Source: an optimization exercise on an open RTL-to-GDS flow (aim: small area, a short achievable clock period and few clock cycles). Production flows keep margins and buffers that such runs may drop.
In this exercise RTL edits were held to simulation tests only and were not proved equivalent to the original.
Power and IR drop assume default switching activity.

==> job 5430 <==
==> flow/design.v <==
module vn_alu (
    input  wire [3:0]  op,
    input  wire [19:0] a,     
    input  wire [19:0] b,     
    output reg  [19:0] y
);
    always @(*) begin
        case (op)
            4'h3:    y = a + b;       
            4'h4:    y = a - b;       
            4'h5:    y = a & b;       
            4'h6:    y = a | b;       
            4'h7:    y = ~a;          
            4'h8:    y = a ^ b;       
            default: y = b;
        endcase
    end
endmodule
module vn_memory (
    input  wire        clk,
    input  wire        we,
    input  wire [6:0]  waddr,
    input  wire [19:0] wdata,
    input  wire [6:0]  fa_addr,
    output wire [19:0] fa_data,
    input  wire [6:0]  fb_addr,
    output wire [19:0] fb_data,
    input  wire [6:0]  obs_addr,
    output wire [19:0] obs_data
);
    localparam MEM_SIZE = 100;
    reg [19:0] mem [0:MEM_SIZE-1];
    always @(posedge clk)
        if (we && waddr < MEM_SIZE)
            mem[waddr] <= wdata;
    assign fa_data  = (fa_addr  < MEM_SIZE) ? mem[fa_addr]  : 20'd0;
    assign fb_data  = (fb_addr  < MEM_SIZE) ? mem[fb_addr]  : 20'd0;
    assign obs_data = (obs_addr < MEM_SIZE) ? mem[obs_addr] : 20'd0;
endmodule
module vn_core (
    input  wire        clk,
    input  wire        rst_n,        
    input  wire        tick,         
    input  wire        cancel,       
    output wire        ready,        
    output reg  [2:0]  status,       
    output reg  [1:0]  fault_reason, 
    output reg         fault_phase,  
    input  wire        load_we,
    input  wire [6:0]  load_addr,
    input  wire [19:0] load_data,
    input  wire [6:0]  obs_addr,
    output wire [19:0] obs_data,
    output wire [19:0] pc,
    output wire [19:0] mar,
    output wire [19:0] mdr,
    output wire [19:0] cir,
    output reg  [19:0] acc,
    output wire        in_req,
    input  wire        in_valid,
    input  wire        in_eoi,
    input  wire [19:0] in_data,
    output wire        out_valid,
    output wire [19:0] out_data
);
    localparam [2:0] ST_RUNNING   = 3'd0,
                     ST_HALTED    = 3'd1,
                     ST_FAULTED   = 3'd2,
                     ST_EXHAUSTED = 3'd3,
                     ST_CANCELLED = 3'd4;
    localparam [1:0] FR_NONE      = 2'd0,
                     FR_OPCODE    = 2'd1,
                     FR_ADDRESS   = 2'd2;
    localparam [3:0] OP_LDA = 4'h1, OP_STA = 4'h2, OP_ADD = 4'h3, OP_SUB = 4'h4,
                     OP_AND = 4'h5, OP_OR  = 4'h6, OP_NOT = 4'h7, OP_XOR = 4'h8,
                     OP_INP = 4'h9, OP_OUT = 4'hA, OP_HLT = 4'hB;
    reg  [6:0]  pc_q;
    reg  [6:0]  mar_q;
    reg  [19:0] cir_q;
    reg         inp_wait;    
    reg  [19:0] ir;          
    assign pc  = {13'd0, pc_q};
    assign mar = {13'd0, mar_q};
    assign mdr = cir_q;
    assign cir = cir_q;
    wire running = (status == ST_RUNNING);
    wire start   = !inp_wait && running && tick && !cancel;
    wire        fetch_ok = (pc_q < 7'd100);
    wire [19:0] word = ir;
    wire [3:0]  op  = word[19:16];
    wire [15:0] opd = word[15:0];
    wire        opd_ok = (opd[15:7] == 9'd0) && (opd[6:0] < 7'd100);
    wire is_mem = (op == OP_LDA) || (op == OP_ADD) || (op == OP_SUB) ||
                  (op == OP_AND) || (op == OP_OR)  || (op == OP_XOR);
    wire        store  = start && fetch_ok && (op == OP_STA) && opd_ok;
    wire        mem_we = store || load_we;
    wire [6:0]  mem_waddr = store ? opd[6:0] : load_addr;
    wire [19:0] mem_wdata = store ? acc : load_data;
    wire [19:0] operand;
    wire        advance = start && fetch_ok;
    wire [6:0]  pc_next = !rst_n ? 7'd0 : advance ? pc_q + 7'd1 : pc_q;
    wire [19:0] next_word;
    vn_memory u_mem (
        .clk(clk),
        .we(mem_we), .waddr(mem_waddr), .wdata(mem_wdata),
        .fa_addr(pc_next), .fa_data(next_word),
        .fb_addr(opd[6:0]), .fb_data(operand),
        .obs_addr(obs_addr), .obs_data(obs_data)
    );
    wire [19:0] alu_y;
    vn_alu u_alu (.op(op), .a(acc), .b(operand), .y(alu_y));
    assign ready     = !inp_wait;
    assign in_req    = inp_wait || (start && fetch_ok && op == OP_INP);
    assign out_valid = start && fetch_ok && (op == OP_OUT);
    assign out_data  = acc;
    always @(posedge clk)
        ir <= (mem_we && mem_waddr == pc_next) ? mem_wdata : next_word;
    always @(posedge clk) begin
        if (!rst_n) begin
            status       <= ST_RUNNING;
            fault_reason <= FR_NONE;
            fault_phase  <= 1'b0;
            pc_q         <= 7'd0;
            mar_q        <= 7'd0;
            cir_q        <= 20'd0;
            acc          <= 20'd0;
            inp_wait     <= 1'b0;
        end else if (inp_wait) begin
            if (in_valid) begin
                acc      <= in_data;
                inp_wait <= 1'b0;
            end else if (in_eoi) begin
                status   <= ST_EXHAUSTED;
                inp_wait <= 1'b0;
            end
        end else if (running && cancel) begin
            status <= ST_CANCELLED;
        end else if (start) begin
            mar_q <= pc_q;
            if (!fetch_ok) begin
                status       <= ST_FAULTED;
                fault_reason <= FR_ADDRESS;
                fault_phase  <= 1'b0;
            end else begin
                cir_q <= word;
                pc_q  <= pc_next;
                if (is_mem || op == OP_STA) begin
                    if (!opd_ok) begin
                        status       <= ST_FAULTED;
                        fault_reason <= FR_ADDRESS;
                        fault_phase  <= 1'b1;
                    end else if (is_mem) begin
                        acc <= alu_y;
                    end
                end else begin
                    case (op)
                        OP_NOT: acc <= alu_y;
                        OP_INP: begin
                            if (in_valid)
                                acc <= in_data;
                            else if (in_eoi)
                                status <= ST_EXHAUSTED;
                            else
                                inp_wait <= 1'b1;
                        end
                        OP_OUT: ;
                        OP_HLT: status <= ST_HALTED;
                        default: begin
                            status       <= ST_FAULTED;
                            fault_reason <= FR_OPCODE;
                            fault_phase  <= 1'b1;
                        end
                    endcase
                end
            end
        end
    end
endmodule
==> flow/run.sh <==
#!/bin/bash
# synth_recipe.tcl (not shown) runs the flow's synth.tcl, then flattens the netlist and writes it again
# the make line also repeats each setting of config.mk as NAME=value (left out here)
make -C /OpenROAD-flow-scripts/flow DESIGN_CONFIG=/design/flow/config.mk WORK_HOME=/design/flow/orfs CLKGATE_MAP_FILE= SYNTH_SCRIPT=/design/flow/synth_recipe.tcl finish
==> flow/config.mk <==
export PLATFORM = sky130hd
export DESIGN_NAME = vn_core
export DESIGN_NICKNAME = vn_core
export VERILOG_FILES = /design/flow/design.v
export SDC_FILE = /design/flow/constraint.sdc
export NUM_CORES = 4
export LEC_CHECK = 0
export CAP_MARGIN = 20
export CORE_MARGIN = 2
export CORE_UTILIZATION = 30
export PLACE_DENSITY = 0.5
export SETUP_SLACK_MARGIN = 4
export SLEW_MARGIN = 20
==> flow/constraint.sdc <==
create_clock -name core_clock -period 10.0 [get_ports {clk}]
set_input_delay 2.0000 -clock core_clock [delete_from_list [all_inputs] [get_ports {clk}]]
set_output_delay 2.0000 -clock core_clock [all_outputs]
set_load 0.01 [all_outputs]
==> inputs of job 8225, as changes to job 5430 <==
==> flow/design.v, changed modules only <==
module vn_memory (
    input  wire        clk,
    input  wire        we,
    input  wire [6:0]  waddr,
    input  wire [19:0] wdata,
    input  wire [6:0]  fa_addr,
    output reg  [19:0] fa_data,
    input  wire [6:0]  fb_addr,
    output reg  [19:0] fb_data,
    input  wire [6:0]  obs_addr,
    output reg  [19:0] obs_data
);
    localparam MEM_SIZE = 100;
    wire [19:0] q [0:MEM_SIZE-1];
    genvar k;
    generate
        for (k = 0; k < MEM_SIZE; k = k + 1) begin : g_word
            reg [19:0] w;
            always @(posedge clk)
                if (we && waddr == k)
                    w <= wdata;
            assign q[k] = w;
        end
    endgenerate
    integer i, j, n;
    always @(*) begin
        fa_data = 20'd0;
        for (i = 0; i < MEM_SIZE; i = i + 1)
            fa_data = fa_data | ({20{fa_addr == i}} & q[i]);
    end
    always @(*) begin
        fb_data = 20'd0;
        for (j = 0; j < MEM_SIZE; j = j + 1)
            fb_data = fb_data | ({20{fb_addr == j}} & q[j]);
    end
    always @(*) begin
        obs_data = 20'd0;
        for (n = 0; n < MEM_SIZE; n = n + 1)
            obs_data = obs_data | ({20{obs_addr == n}} & q[n]);
    end
endmodule
- CORE_UTILIZATION: 30 -> 45
- PLACE_DENSITY: 0.5 -> 0.6
==> inputs of job 9713, as changes to job 5430 <==
==> flow/design.v, changed modules only <==
module vn_memory (
    input  wire        clk,
    input  wire        st_go,     
    input  wire        st_ok,     
    input  wire [6:0]  st_addr,
    input  wire        ld_we,
    input  wire [6:0]  ld_addr,
    input  wire [19:0] wdata,
    input  wire [6:0]  fa_addr,
    output reg  [19:0] fa_data,
    input  wire [6:0]  fb_addr,
    output reg  [19:0] fb_data,
    input  wire [6:0]  obs_addr,
    output reg  [19:0] obs_data
);
    localparam MEM_SIZE = 100;
    wire [19:0] q [0:MEM_SIZE-1];
    genvar k;
    generate
        for (k = 0; k < MEM_SIZE; k = k + 1) begin : g_word
            reg [19:0] w;
            wire st_hit = st_ok && st_addr == k;
            always @(posedge clk)
                if ((st_go && st_hit) || (ld_we && ld_addr == k))
                    w <= wdata;
            assign q[k] = w;
        end
    endgenerate
    wire [19:0] ga [0:24];
    wire [19:0] gb [0:24];
    wire [19:0] go [0:24];
    generate
        for (k = 0; k < 25; k = k + 1) begin : g_grp
            assign ga[k] = q[4*k + fa_addr[1:0]];
            assign gb[k] = q[4*k + fb_addr[1:0]];
            assign go[k] = q[4*k + obs_addr[1:0]];
        end
    endgenerate
    integer i, j, n;
    always @(*) begin
        fa_data = 20'd0;
        for (i = 0; i < 25; i = i + 1)
            fa_data = fa_data | ({20{fa_addr[6:2] == i}} & ga[i]);
    end
    always @(*) begin
        fb_data = 20'd0;
        for (j = 0; j < 25; j = j + 1)
            fb_data = fb_data | ({20{fb_addr[6:2] == j}} & gb[j]);
    end
    always @(*) begin
        obs_data = 20'd0;
        for (n = 0; n < 25; n = n + 1)
            obs_data = obs_data | ({20{obs_addr[6:2] == n}} & go[n]);
    end
endmodule
module vn_core (
    input  wire        clk,
    input  wire        rst_n,        
    input  wire        tick,         
    input  wire        cancel,       
    output wire        ready,        
    output reg  [2:0]  status,       
    output reg  [1:0]  fault_reason, 
    output reg         fault_phase,  
    input  wire        load_we,
    input  wire [6:0]  load_addr,
    input  wire [19:0] load_data,
    input  wire [6:0]  obs_addr,
    output wire [19:0] obs_data,
    output wire [19:0] pc,
    output wire [19:0] mar,
    output wire [19:0] mdr,
    output wire [19:0] cir,
    output reg  [19:0] acc,
    output wire        in_req,
    input  wire        in_valid,
    input  wire        in_eoi,
    input  wire [19:0] in_data,
    output wire        out_valid,
    output wire [19:0] out_data
);
    localparam [2:0] ST_RUNNING   = 3'd0,
                     ST_HALTED    = 3'd1,
                     ST_FAULTED   = 3'd2,
                     ST_EXHAUSTED = 3'd3,
                     ST_CANCELLED = 3'd4;
    localparam [1:0] FR_NONE      = 2'd0,
                     FR_OPCODE    = 2'd1,
                     FR_ADDRESS   = 2'd2;
    localparam [3:0] OP_LDA = 4'h1, OP_STA = 4'h2, OP_ADD = 4'h3, OP_SUB = 4'h4,
                     OP_AND = 4'h5, OP_OR  = 4'h6, OP_NOT = 4'h7, OP_XOR = 4'h8,
                     OP_INP = 4'h9, OP_OUT = 4'hA, OP_HLT = 4'hB;
    reg  [6:0]  pc_q;
    reg  [6:0]  mar_q;
    reg  [19:0] cir_q;
    reg         inp_wait;    
    reg  [19:0] ir;          
    reg         ir_stale;    
    assign pc  = {13'd0, pc_q};
    assign mar = {13'd0, mar_q};
    assign mdr = cir_q;
    assign cir = cir_q;
    wire running = (status == ST_RUNNING);
    assign ready = !inp_wait && !ir_stale;
    wire start   = ready && running && tick && !cancel;
    wire        fetch_ok = (pc_q < 7'd100);
    wire [19:0] word = ir;
    wire [3:0]  op  = word[19:16];
    wire [15:0] opd = word[15:0];
    wire        opd_ok = (opd[15:7] == 9'd0) && (opd[6:0] < 7'd100);
    wire is_mem = (op == OP_LDA) || (op == OP_ADD) || (op == OP_SUB) ||
                  (op == OP_AND) || (op == OP_OR)  || (op == OP_XOR);
    wire        st_ok  = fetch_ok && (op == OP_STA) && opd_ok;
    wire        store  = start && st_ok;
    wire [19:0] mem_wdata = load_we ? load_data : acc;
    wire [19:0] operand;
    wire        advance = start && fetch_ok;
    wire [6:0]  pc_p1 = pc_q + 7'd1;
    wire [6:0]  fetch_addr = ir_stale ? pc_q : pc_p1;
    wire [19:0] fetch_word;
    vn_memory u_mem (
        .clk(clk),
        .st_go(start), .st_ok(st_ok), .st_addr(opd[6:0]),
        .ld_we(load_we), .ld_addr(load_addr), .wdata(mem_wdata),
        .fa_addr(fetch_addr), .fa_data(fetch_word),
        .fb_addr(opd[6:0]), .fb_data(operand),
        .obs_addr(obs_addr), .obs_data(obs_data)
    );
    wire [19:0] alu_y;
    vn_alu u_alu (.op(op), .a(acc), .b(operand), .y(alu_y));
    assign in_req    = inp_wait || (start && fetch_ok && op == OP_INP);
    assign out_valid = start && fetch_ok && (op == OP_OUT);
    assign out_data  = acc;
    wire        ld_fetch = load_we && load_addr == fetch_addr;
    wire        ld_pc    = load_we && load_addr == pc_q;
    wire        st_next  = st_ok && opd[6:0] == pc_p1;
    always @(posedge clk) begin
        if (!rst_n) begin
            ir_stale <= 1'b1;
        end else if (ir_stale) begin
            ir       <= ld_fetch ? load_data : fetch_word;
            ir_stale <= 1'b0;
        end else if (advance) begin
            ir <= store && st_next ? acc : ld_fetch ? load_data : fetch_word;
        end else if (ld_pc) begin
            ir <= load_data;
        end
    end
    always @(posedge clk) begin
        if (!rst_n) begin
            status       <= ST_RUNNING;
            fault_reason <= FR_NONE;
            fault_phase  <= 1'b0;
            pc_q         <= 7'd0;
            mar_q        <= 7'd0;
            cir_q        <= 20'd0;
            acc          <= 20'd0;
            inp_wait     <= 1'b0;
        end else if (inp_wait) begin
            if (in_valid) begin
                acc      <= in_data;
                inp_wait <= 1'b0;
            end else if (in_eoi) begin
                status   <= ST_EXHAUSTED;
                inp_wait <= 1'b0;
            end
        end else if (ir_stale) begin
        end else if (running && cancel) begin
            status <= ST_CANCELLED;
        end else if (start) begin
            mar_q <= pc_q;
            if (!fetch_ok) begin
                status       <= ST_FAULTED;
                fault_reason <= FR_ADDRESS;
                fault_phase  <= 1'b0;
            end else begin
                cir_q <= word;
                pc_q  <= pc_p1;
                if (is_mem || op == OP_STA) begin
                    if (!opd_ok) begin
                        status       <= ST_FAULTED;
                        fault_reason <= FR_ADDRESS;
                        fault_phase  <= 1'b1;
                    end else if (is_mem) begin
                        acc <= alu_y;
                    end
                end else begin
                    case (op)
                        OP_NOT: acc <= alu_y;
                        OP_INP: begin
                            if (in_valid)
                                acc <= in_data;
                            else if (in_eoi)
                                status <= ST_EXHAUSTED;
                            else
                                inp_wait <= 1'b1;
                        end
                        OP_OUT: ;
                        OP_HLT: status <= ST_HALTED;
                        default: begin
                            status       <= ST_FAULTED;
                            fault_reason <= FR_OPCODE;
                            fault_phase  <= 1'b1;
                        end
                    endcase
                end
            end
        end
    end
endmodule
- CORE_UTILIZATION: 30 -> 35
- PLACE_DENSITY: 0.5 -> 0.55
==> inputs of job 1050, as changes to job 5430 <==
==> flow/design.v, changed modules only <==
module vn_memory (
    input  wire        clk,
    input  wire        st_go,     
    input  wire        st_ok,     
    input  wire [6:0]  st_addr,
    input  wire        ld_we,
    input  wire [6:0]  ld_addr,
    input  wire [19:0] wdata,
    input  wire [6:0]  fa_addr,
    output reg  [19:0] fa_data,
    input  wire [6:0]  fb_addr,
    output reg  [19:0] fb_data,
    input  wire [6:0]  obs_addr,
    output reg  [19:0] obs_data
);
    localparam MEM_SIZE = 100;
    wire [19:0] q [0:MEM_SIZE-1];
    genvar k;
    generate
        for (k = 0; k < MEM_SIZE; k = k + 1) begin : g_word
            reg [19:0] w;
            wire st_hit = st_ok && st_addr == k;
            always @(posedge clk)
                if ((st_go && st_hit) || (ld_we && ld_addr == k))
                    w <= wdata;
            assign q[k] = w;
        end
    endgenerate
    wire [19:0] ga [0:24];
    wire [19:0] gb [0:24];
    wire [19:0] go [0:24];
    generate
        for (k = 0; k < 25; k = k + 1) begin : g_grp
            assign ga[k] = q[4*k + fa_addr[1:0]];
            assign gb[k] = q[4*k + fb_addr[1:0]];
            assign go[k] = q[4*k + obs_addr[1:0]];
        end
    endgenerate
    integer i, j, n;
    always @(*) begin
        fa_data = 20'd0;
        for (i = 0; i < 25; i = i + 1)
            fa_data = fa_data | ({20{fa_addr[6:2] == i}} & ga[i]);
    end
    always @(*) begin
        fb_data = 20'd0;
        for (j = 0; j < 25; j = j + 1)
            fb_data = fb_data | ({20{fb_addr[6:2] == j}} & gb[j]);
    end
    always @(*) begin
        obs_data = 20'd0;
        for (n = 0; n < 25; n = n + 1)
            obs_data = obs_data | ({20{obs_addr[6:2] == n}} & go[n]);
    end
endmodule
module vn_core (
    input  wire        clk,
    input  wire        rst_n,        
    input  wire        tick,         
    input  wire        cancel,       
    output wire        ready,        
    output reg  [2:0]  status,       
    output reg  [1:0]  fault_reason, 
    output reg         fault_phase,  
    input  wire        load_we,
    input  wire [6:0]  load_addr,
    input  wire [19:0] load_data,
    input  wire [6:0]  obs_addr,
    output wire [19:0] obs_data,
    output wire [19:0] pc,
    output wire [19:0] mar,
    output wire [19:0] mdr,
    output wire [19:0] cir,
    output reg  [19:0] acc,
    output wire        in_req,
    input  wire        in_valid,
    input  wire        in_eoi,
    input  wire [19:0] in_data,
    output wire        out_valid,
    output wire [19:0] out_data
);
    localparam [2:0] ST_RUNNING   = 3'd0,
                     ST_HALTED    = 3'd1,
                     ST_FAULTED   = 3'd2,
                     ST_EXHAUSTED = 3'd3,
                     ST_CANCELLED = 3'd4;
    localparam [1:0] FR_NONE      = 2'd0,
                     FR_OPCODE    = 2'd1,
                     FR_ADDRESS   = 2'd2;
    localparam [3:0] OP_LDA = 4'h1, OP_STA = 4'h2, OP_ADD = 4'h3, OP_SUB = 4'h4,
                     OP_AND = 4'h5, OP_OR  = 4'h6, OP_NOT = 4'h7, OP_XOR = 4'h8,
                     OP_INP = 4'h9, OP_OUT = 4'hA, OP_HLT = 4'hB;
    reg  [6:0]  pc_q;
    reg  [6:0]  mar_q;
    reg  [19:0] cir_q;
    reg         inp_wait;    
    reg  [19:0] ir;          
    reg         ir_stale;    
    assign pc  = {13'd0, pc_q};
    assign mar = {13'd0, mar_q};
    assign mdr = cir_q;
    assign cir = cir_q;
    wire running = (status == ST_RUNNING);
    assign ready = !inp_wait && !ir_stale;
    wire start   = ready && running && tick && !cancel;
    wire        fetch_ok = (pc_q < 7'd100);
    wire [19:0] word = ir;
    wire [3:0]  op  = word[19:16];
    wire [15:0] opd = word[15:0];
    wire        opd_ok = (opd[15:7] == 9'd0) && (opd[6:0] < 7'd100);
    wire is_mem = (op == OP_LDA) || (op == OP_ADD) || (op == OP_SUB) ||
                  (op == OP_AND) || (op == OP_OR)  || (op == OP_XOR);
    wire        st_ok  = fetch_ok && (op == OP_STA) && opd_ok;
    wire        store  = start && st_ok;
    wire [19:0] mem_wdata = load_we ? load_data : acc;
    wire [19:0] operand;
    wire        advance = start && fetch_ok;
    wire [6:0]  pc_p1 = pc_q + 7'd1;
    wire [6:0]  fetch_addr = ir_stale ? pc_q : pc_p1;
    wire [19:0] fetch_word;
    vn_memory u_mem (
        .clk(clk),
        .st_go(start), .st_ok(st_ok), .st_addr(opd[6:0]),
        .ld_we(load_we), .ld_addr(load_addr), .wdata(mem_wdata),
        .fa_addr(fetch_addr), .fa_data(fetch_word),
        .fb_addr(opd[6:0]), .fb_data(operand),
        .obs_addr(obs_addr), .obs_data(obs_data)
    );
    wire [19:0] alu_y;
    vn_alu u_alu (.op(op), .a(acc), .b(operand), .y(alu_y));
    assign in_req    = inp_wait || (start && fetch_ok && op == OP_INP);
    assign out_valid = start && fetch_ok && (op == OP_OUT);
    assign out_data  = acc;
    wire        ld_fetch = load_we && load_addr == fetch_addr;
    wire        ld_pc    = load_we && load_addr == pc_q;
    wire        st_next  = st_ok && opd[6:0] == pc_p1;
    always @(posedge clk) begin
        if (!rst_n) begin
            ir_stale <= 1'b1;
        end else if (ir_stale) begin
            ir       <= ld_fetch ? load_data : fetch_word;
            ir_stale <= 1'b0;
        end else if (advance) begin
            ir <= store && st_next ? acc : ld_fetch ? load_data : fetch_word;
        end else if (ld_pc) begin
            ir <= load_data;
        end
    end
    always @(posedge clk) begin
        if (!rst_n) begin
            status       <= ST_RUNNING;
            fault_reason <= FR_NONE;
            fault_phase  <= 1'b0;
            pc_q         <= 7'd0;
            mar_q        <= 7'd0;
            cir_q        <= 20'd0;
            acc          <= 20'd0;
            inp_wait     <= 1'b0;
        end else if (inp_wait) begin
            if (in_valid) begin
                acc      <= in_data;
                inp_wait <= 1'b0;
            end else if (in_eoi) begin
                status   <= ST_EXHAUSTED;
                inp_wait <= 1'b0;
            end
        end else if (ir_stale) begin
        end else if (running && cancel) begin
            status <= ST_CANCELLED;
        end else if (start) begin
            mar_q <= pc_q;
            if (!fetch_ok) begin
                status       <= ST_FAULTED;
                fault_reason <= FR_ADDRESS;
                fault_phase  <= 1'b0;
            end else begin
                cir_q <= word;
                pc_q  <= pc_p1;
                if (is_mem || op == OP_STA) begin
                    if (!opd_ok) begin
                        status       <= ST_FAULTED;
                        fault_reason <= FR_ADDRESS;
                        fault_phase  <= 1'b1;
                    end else if (is_mem) begin
                        acc <= alu_y;
                    end
                end else begin
                    case (op)
                        OP_NOT: acc <= alu_y;
                        OP_INP: begin
                            if (in_valid)
                                acc <= in_data;
                            else if (in_eoi)
                                status <= ST_EXHAUSTED;
                            else
                                inp_wait <= 1'b1;
                        end
                        OP_OUT: ;
                        OP_HLT: status <= ST_HALTED;
                        default: begin
                            status       <= ST_FAULTED;
                            fault_reason <= FR_OPCODE;
                            fault_phase  <= 1'b1;
                        end
                    endcase
                end
            end
        end
    end
endmodule
- CTS_CLUSTER_DIAMETER: default -> 60
- CTS_CLUSTER_SIZE: default -> 24
==> comparison <==
Job 9713 produced a clean layout. Job 5430 completed with no timing, DRC or antenna violations. Job 1050 went through all stages and came out clean. Job 8225 failed in global routing (5_1_grt).
The highest sequential share of layout area belongs to job 9713, the lowest to job 5430.
Synthesized area is the same in job 1050 and job 9713.
Count of clock-buffer cells in the layout, highest first: job 5430, job 9713, job 1050.
Between job 1050 and job 5430, the lower critical path depth is in job 1050 (gap 1).
Worst hold slack, highest first: job 1050, job 9713, job 5430.
Maximum frequency: job 5430 < job 1050 < job 9713.
Via count: job 1050 < job 9713 < job 5430.
==> figures <==
|  | job 5430 | job 1050 | job 9713 | job 8225 |
|---|---|---|---|---|
| Final area over synthesized area | 1.199x | 1.223x | 1.217x | - |
| Post-synth EDFFs | 2000 | 2020 | 2020 | 2000 |
| Static leakage | 46.9 nW | 43.6 nW | 43.8 nW | - |
| Sequential area share after synthesis | 0.523 | 0.547 | 0.547 | 0.572 |
| Tap cell count | 5220 | 4994 | 4305 | - |
| Post-route antenna net violation count | 0 | 0 | 0 | - |
| Delay of the slowest critical-path stage | 0.63 ns | 0.55 ns | 0.57 ns | - |
| Number of DRC markers after the initial detailed-route iteration | 18.0k | 18.3k | 20.8k | - |
| Number of hold violations in the final report | 0 | 0 | 0 | - |
| # rows | 230 | 225 | 208 | 179 |
| Logic depth of the worst path, buffers included | 11 | 10 | 10 | - |
| Required time at the endpoint of the critical path | 8.00 ns | 8.00 ns | 8.00 ns | - |
| Crit start category | input pin | input pin | input pin | - |
| Post-synthesis instance total | 8763 | 6560 | 6560 | 9120 |
| Status | timing/DRC/antenna clean | timing/DRC/antenna clean | timing/DRC/antenna clean | aborted with a tool error |
| Failing step | - | - | - | global routing (5_1_grt) |
Testbench counts of job 5430, summed over its fixed seeds: cycles 8,676.
Testbench counts of job 8225, summed over its fixed seeds: cycles 8,676.
Testbench counts of job 9713, summed over its fixed seeds: cycles 8,676.
Testbench counts of job 1050, summed over its fixed seeds: cycles 8,676.

[static timing again, ports no longer ideal]
How much do the figures lean on ideal ports? The routed layouts below were timed once more, with nothing changed but the port constraints. Step 1 assumes that a clkbuf_16 drives the clock port and a buf_2 every other input. Step 2 moves the port delays by t, midway between the first and last clock arrival at a register: inputs arrive t later, outputs are due t later. That takes back most of the time a late clock gives input paths. a / b / c = ideal ports / drivers / drivers and shift; a / b = the first two.
run	t, ns	setup WS [ns]	hold WS [ns]
job 5430	1.061	3.000 / 2.508 / 2.508	0.459 / 0.459 / 0.459
job 9713	1.047	3.621 / 2.931 / 2.931	0.466 / 0.466 / 0.466
job 1050	1.034	3.555 / 3.129 / 3.040	0.474 / 0.474 / 0.474
After both steps every run listed still meets setup and hold. The setup slack of job 9713, which loses most, moves by -0.690 ns with the drivers and by -0.690 ns with both steps.
